This is an optimization exercise on Yosys and OpenROAD, whose aim is small area, a short achievable clock period and few clock cycles, not a production implementation.
Only simulation tests tie the RTL to the original design; equivalence was not proved.
Power figures rest on the tool's default switching activity, not on a simulated workload.

## build 83
Design simproc_core, start of the top module:
module simproc_core (
    input  wire        clk,
    input  wire        rst,           
    input  wire        has_words,     
    output wire        mem_en,
    output wire        mem_we,
    output wire [14:0] mem_addr,
    output wire [15:0] mem_wdata,
    input  wire [15:0] mem_rdata,
    output reg         halted,
    output reg         faulted,
    output reg  [2:0]  fault_cause,
    output wire [15:0] fault_value,
    output reg  [15:0] pc,
    output reg  [11:0] cycle_count,
    output wire        warn_valid,
    output wire [1:0]  warn_kind,
    output wire [15:0] warn_value,
    input  wire [2:0]  dbg_sel,
    output wire [15:0] dbg_data
);
Size: ~2700 cells after synthesis, roughly 220 flip-flops, about 19000 um^2 of cells after synthesis.
clock: 10.0 ns
lec_check: 0
abc_area: 1
cap_margin: 20
core_margin: 2
core_utilization: 40
place_density: 0.6
setup_slack_margin: 4.0
slew_margin: 20
standard.sh (not shown) runs the stock make flow with config.mk's settings and CLKGATE_MAP_FILE= SYNTH_SCRIPT=/design/flow/synth_recipe.tcl, a recipe that flattens the netlist after the stock synthesis.
==> flow/flow/run.sh <==
#!/bin/bash
# The standard layout, with two changes:
# - every port is buffered by a sky130_fd_sc_hd__buf_1 (the standard flow lets
#   the resizer pick the port buffer, and it picks a delay cell); timing
#   repair then resizes the port buffers that need it;
# - clock tree synthesis inserts no dummy loads, and clusters up to 20 sinks
#   within 100 um per leaf buffer.
set -euo pipefail
export BUFFER_PORTS_ARGS="-buffer_cell sky130_fd_sc_hd__buf_1"
export CTS_ARGS="-sink_clustering_enable -repair_clock_nets -dont_use_dummy_load -sink_clustering_size 20 -sink_clustering_max_diameter 100"
bash standard.sh > standard.log 2>&1
Testbench counts of build 83, summed over its fixed seeds: cycles 245,060.
For build 74, these inputs were changed with respect to build 83:
--- a/flow/design.v
+++ b/flow/design.v
@@ -24,23 +24,23 @@
     localparam [2:0] F_LOAD  = 3'd2;
     localparam [2:0] F_STORE = 3'd3;
     localparam [2:0] F_LIMIT = 3'd5;
     localparam [2:0] S_FETCH = 3'd0;    
     localparam [2:0] S_EXEC  = 3'd1;    
     localparam [2:0] S_LOAD  = 3'd2;    
     localparam [2:0] S_MUL   = 3'd3;
     localparam [2:0] S_DIV   = 3'd4;
     reg [2:0]  state;
     reg [15:0] regs [0:7];
     reg [15:0] opx, opy, opb;    
-    reg [2:0]  wrd;
+    reg [2:0]  wrd;              
     reg        mlt;              
     reg [2:0]  dcnt;
     wire running = !halted && !faulted;
     wire ex      = running && state == S_EXEC;
     wire [15:0] w     = mem_rdata;
     wire        fmt_i = w[15];
     wire [5:0]  opr   = w[14:9];
     wire [1:0]  opi   = w[14:13];
     wire [15:0] imm16 = {6'd0, w[9:0]};
     wire is_add   = !fmt_i && opr == 6'd0;
     wire is_sub   = !fmt_i && opr == 6'd1;
Results
As far as total chip power goes, build 83 and build 74 are indistinguishable; the numbers are identical.
Compared with build 83, in build 74 post-detailed-route count of antenna-violating nets has remained practically unchanged; final period demand of the worst path has remained practically unchanged.
Comparing build 74 with build 83, the synthesized netlist cell count came out essentially unchanged.
On sequential group share of total power, build 74 and build 83 are neck and neck.
Testbench counts of build 74, summed over its fixed seeds: cycles 245,060.

---

## the reference run
Starting RTL as in the previous note.
clock: 10.0 ns
lec_check: 0
cap_margin: 20
core_margin: 2
core_utilization: 40
place_density: 0.6
setup_slack_margin: 3.8
slew_margin: 20
==> flow/flow/run.sh <==
#!/bin/bash
# The standard layout, with two changes:
# - every port is buffered by a sky130_fd_sc_hd__buf_1 (the standard flow lets
#   the resizer pick the port buffer, and it picks a delay cell); timing
#   repair then resizes the port buffers that need it;
# - clock tree synthesis inserts no dummy loads.
set -euo pipefail
export BUFFER_PORTS_ARGS="-buffer_cell sky130_fd_sc_hd__buf_1"
export CTS_ARGS="-sink_clustering_enable -repair_clock_nets -dont_use_dummy_load"
bash standard.sh > standard.log 2>&1
Testbench counts of the reference run, summed over its fixed seeds: cycles 245,060.
> inputs changed (the reference run -> the trial run)
-- flow/design.v --
<<< the reference run, line 107
    wire        mul_last = !(|mplr[15:4]);
    wire [17:0] r4 = {opy, opx[15:14]};
    wire [18:0] t2 = {1'b0, r4} - {2'd0, opb, 1'b0};
    wire        q1 = !t2[18];
    wire [17:0] u  = q1 ? t2[17:0] : r4;
    wire [18:0] t1 = {1'b0, u} - {3'd0, opb};
    wire        q0 = !t1[18];
    wire [15:0] r2 = q0 ? t1[15:0] : u[15:0];
    wire [1:0]  qd = {q1, q0};
    wire [15:0] q2 = {opx[13:0], qd};
    wire [15:0] pc_next = taken ? imm16 : pc;
>>> the trial run, line 107
    wire        mul_last = !(|mplr[15:4]);
    wire [17:0] r4 = {opy, opx[15:14]};
    wire [18:0] t1 = {1'b0, r4} - {3'd0, opb};
    wire [18:0] t2 = {1'b0, r4} - {2'd0, opb, 1'b0};
    wire [18:0] t3 = {1'b0, r4} - {3'd0, opb} - {2'd0, opb, 1'b0};
    reg  [15:0] r2;
    reg  [1:0]  qd;
    always @(*) begin
        if (!t3[18])      begin r2 = t3[15:0]; qd = 2'd3; end
        else if (!t2[18]) begin r2 = t2[15:0]; qd = 2'd2; end
        else if (!t1[18]) begin r2 = t1[15:0]; qd = 2'd1; end
        else              begin r2 = r4[15:0]; qd = 2'd0; end
    end
    wire [15:0] q2 = {opx[13:0], qd};
    wire [15:0] pc_next = taken ? imm16 : pc;
Findings:
Between the reference run and the trial run, data arrival at the endpoint of the critical path decreased. In the tables for the trial run and the reference run, share of total power in combinational logic reads higher with the trial run. The reference run → the trial run: cell area now sits higher; first-pass GRT wire length now sits higher; number of unique standard cell types used by synthesis now sits lower; worst setup slack now sits higher; standard cell core area now sits higher. In the trial run, the synthesized cell count came out about 6% above the value in the reference run. Of the trial run and the reference run, the trial run shows the lower end-of-flow core utilization, with the reference run above it.
Testbench counts of the trial run, summed over its fixed seeds: cycles 245,060.

==> port drivers added, routing unchanged <==
The flow's constraints put no driver on any port. The routed layouts listed below were extracted and timed again, unchanged, in two steps. Step 1 assumes that a clkbuf_16 drives the clock port and a buf_2 every other input. Step 2 moves the port delays by t, midway between the first and last clock arrival at a register: inputs arrive t later, outputs are due t later. That takes back most of the time a late clock gives input paths. a / b / c = ideal / step 1 / step 2; a / b = the first two.
| run | t (ns) | slack for setup (ns) | worst register clock-pin slew, ns | worst slew at a driven data input, ns | cell pins on the clock port's net |
|---|---|---|---|---|---|
| build 83 | 0.576 | 4.051 / 3.962 / 3.581 | 0.09 / 0.09 | 0.09 | 1 |
| build 74 | 0.576 | 4.051 / 3.962 / 3.581 | 0.09 / 0.09 | 0.09 | 1 |
| the reference run | 0.619 | 3.766 / 3.745 / 3.294 | 0.06 / 0.06 | 0.05 | 1 |
| the trial run | 0.625 | 3.874 / 3.840 / 3.387 | 0.06 / 0.06 | 0.05 | 1 |
After both steps every run listed still meets setup and hold. For the trial run, which loses most, drivers alone change the setup slack by -0.034 ns; drivers and shift together by -0.487 ns.
